What follows belongs to an exercise in optimizing a design on an open flow for small area and a short achievable clock period; a production flow would make more cautious choices.
Function was checked by simulation only, so behaviour that the tests miss may differ from the original.
No activity file was given, so power comes from the tool's default toggle rates.

==> flow/design.v (excerpt) <==
module pfc (
    input  wire        clk,
    input  wire        rst,
    input  wire        rx_valid,
    input  wire [7:0]  rx_data,
    input  wire        rx_closed,
    input  wire        tick,
    input  wire        h_we,
    input  wire        h_re,
    input  wire [7:0]  h_addr,
    input  wire [31:0] h_wdata,
    output reg  [31:0] h_rdata,
    output reg         o_raw_valid,
    output reg  [31:0] o_raw,
    output reg         o_ev_valid,
    output reg         o_ev_layout,
    output reg         o_ev_type,
    output reg  [1:0]  o_ev_code,
    output reg  [4:0]  o_ev_zone,
    output reg  [15:0] o_ev_key,
    output reg  [4:0]  o_ev_hours,
    output reg  [5:0]  o_ev_minutes,
    output reg         o_int_valid,
    output reg         o_int_kind,
    output reg  [15:0] o_int_chan,
    output reg  [15:0] o_int_payl,
    output reg  [5:0]  o_int_idx,
    output reg         o_timeout,
    output reg         o_part_valid,
    output reg  [1:0]  o_part_len,
    output reg  [23:0] o_part_bytes,
    output reg         o_fatal_valid,
    output reg  [1:0]  o_fatal_code,
    output wire [1:0]  o_run
);
Size: about 230 I/O pins.
==> flow/config.mk <==
export PLATFORM = sky130hd
export DESIGN_NAME = pfc
export DESIGN_NICKNAME = pfc
export VERILOG_FILES = /design/flow/design.v
export SDC_FILE = /design/flow/constraint.sdc
export NUM_CORES = 4
export LEC_CHECK = 0
export CAP_MARGIN = 20
export CORE_MARGIN = 2
export CORE_UTILIZATION = 45
export CTS_CLUSTER_DIAMETER = 80
export CTS_CLUSTER_SIZE = 30
export PLACE_DENSITY = 0.55
export SETUP_SLACK_MARGIN = 4.3
export SLEW_MARGIN = 20
export SYNTH_HIERARCHICAL = 1
==> flow/constraint.sdc <==
create_clock -name core_clock -period 12.0 [get_ports {clk}]
set_input_delay 2.4000 -clock core_clock [delete_from_list [all_inputs] [get_ports {clk}]]
set_output_delay 2.4000 -clock core_clock [all_outputs]
set_load 0.01 [all_outputs]
run.sh (not shown) runs the stock make flow with config.mk's settings and CLKGATE_MAP_FILE= SYNTH_SCRIPT=/design/flow/synth_recipe.tcl, a recipe that flattens the netlist after the stock synthesis.
Edit:
--- a/flow/config.mk
+++ b/flow/config.mk
@@ -13,3 +13,3 @@
 export PLACE_DENSITY = 0.55
-export SETUP_SLACK_MARGIN = 4.3
+export SETUP_SLACK_MARGIN = 5
 export SLEW_MARGIN = 20
Outcome:
- cell area rises by 1.5%
- register-to-register slack gets better by 0.44 ns
- die area does not change
- global-route usage is higher by 1.4 points
- total power went down by about 1.7%
- wire length goes up by 2.9%
- setup slack got worse by 0.078 ns

---

## run A
pfc, a different RTL version from the one above (not shown whole).
Size: roughly 5100 cells after synthesis, roughly 1600 flip-flops, ~0.072 sq mm of cells after synthesis.
clock: 12.0 ns
lec_check: 0
cap_margin: 20
core_margin: 2
core_utilization: 45
cts_cluster_diameter: 80
cts_cluster_size: 30
place_density: 0.55
setup_slack_margin: 5
slew_margin: 20
synth_hierarchical: 1
standard.sh (not shown) runs the stock make flow with config.mk's settings and CLKGATE_MAP_FILE= SYNTH_SCRIPT=/design/flow/synth_recipe.tcl, a recipe that flattens the netlist after the stock synthesis.
==> flow/flow/run.sh <==
#!/bin/bash
# Standard layout (the standard.sh), with plain minimum-size buffers on
# the ports and power/area recovery on paths with positive slack.
export BUFFER_PORTS_ARGS="-buffer_cell sky130_fd_sc_hd__buf_1"
export RECOVER_POWER=100
bash standard.sh > standard.log 2>&1
Although it ran to completion, run A produced a layout that fails the final checks because of max-capacitance violations, max-slew violations.
> inputs changed (run A -> run B)
==> flow/run.sh (new file) <==
#!/bin/bash
# synth_recipe.tcl (not shown) runs the flow's synth.tcl, then flattens the netlist and writes it again
# the make line also repeats each setting of config.mk as NAME=value (left out here)
make -C /OpenROAD-flow-scripts/flow DESIGN_CONFIG=/design/flow/config.mk WORK_HOME=/design/flow/orfs CLKGATE_MAP_FILE= SYNTH_SCRIPT=/design/flow/synth_recipe.tcl finish
removed: flow/flow/run.sh
removed: flow/standard.sh
Run B did not stop at any stage, and its layout met the timing, DRC and antenna checks. From run A to run B the numbers moved as follows: number of global-route vias before repair +1884; via total after detailed routing +about 2.8%; final instance area +0.0039 sq mm; wire length +5.1%; post-route minimum period -2.03 ns. Cmp run B vs run A: count of maximum capacitance violations lower in run B.
[inputs] run C vs run B
==> flow/flow/run.sh (new file) <==
#!/bin/bash
# Standard layout (the standard.sh), with plain minimum-size buffers on
# the ports instead of the default delay-cell port buffers.
export BUFFER_PORTS_ARGS="-buffer_cell sky130_fd_sc_hd__buf_1"
bash standard.sh > standard.log 2>&1
==> flow/standard.sh (new file) <==
#!/bin/bash
# synth_recipe.tcl (not shown) runs the flow's synth.tcl, then flattens the netlist and writes it again
# the make line also repeats each setting of config.mk as NAME=value (left out here)
make -C /OpenROAD-flow-scripts/flow DESIGN_CONFIG=/design/flow/config.mk WORK_HOME=/design/flow/orfs CLKGATE_MAP_FILE= SYNTH_SCRIPT=/design/flow/synth_recipe.tcl "${@:-finish}"
-- flow/config.mk --
<<< run B, line 9
export CORE_MARGIN = 2
export CORE_UTILIZATION = 45
export CTS_CLUSTER_DIAMETER = 80
export CTS_CLUSTER_SIZE = 30
export PLACE_DENSITY = 0.55
export SETUP_SLACK_MARGIN = 5
>>> run C, line 9
export CORE_MARGIN = 2
export CORE_UTILIZATION = 55
export CTS_CLUSTER_DIAMETER = 80
export CTS_CLUSTER_SIZE = 30
export PLACE_DENSITY = 0.65
export SETUP_SLACK_MARGIN = 5
removed: flow/run.sh
==> comparison <==
Run C -> stages 100% | layout checks FAIL | max-capacitance violations, max-slew violations. In run C, the part of the total power dissipated in the clock network came out 4.8 points below the value in run B. Any difference in worst hold slack between run B and run C is small enough to ignore. Run B ended up with h_rdata[1] as its capture point of the critical path; run C ended up with h_rdata[31]. Compared with run B, run C shows placed instance count that has gone down by a few percent. The count of buffer and inverter cells on the critical path of run C is higher than that of run B. Changes observed in run C relative to run B: switching power lower; smallest setup slack after layout roughly the same; clock latency at the later pin of the worst-skew pair lower; shortest clock period the worst path allows after layout roughly the same.

what the ideal ports hide:
In the flow no input, the clock included, has a driving cell. The finished layouts below were timed again as built, in two steps.
Step 1, drivers: a clkbuf_16 drives clk and a buf_2 each remaining input, both assumed.
Step 2 times the ports against the registers' clock, not the clock port: input delays grow and output delays shrink by t, the midpoint of the rising clock arrivals with the driver on.
Three values: ideal ports, drivers, drivers and shift; two values: the first two.
run	t (ns)	slack for setup (ns)	worst slew at a driven data input, ns	cell pins on the clock port's net
the first run of note 1	0.835	4.193 / 3.981 / 3.981	0.23	1
the second run of note 1	0.821	4.115 / 4.044 / 4.044	0.21	1
run A	0.859	2.522 / 2.581 / 1.722	0.12	1
run B	0.851	4.556 / 4.404 / 4.404	0.27	1
run C	0.790	4.557 / 4.455 / 4.455	0.20	1
The setup slack of run A, which loses most, moves by +0.059 ns with the drivers and by -0.800 ns with both steps.
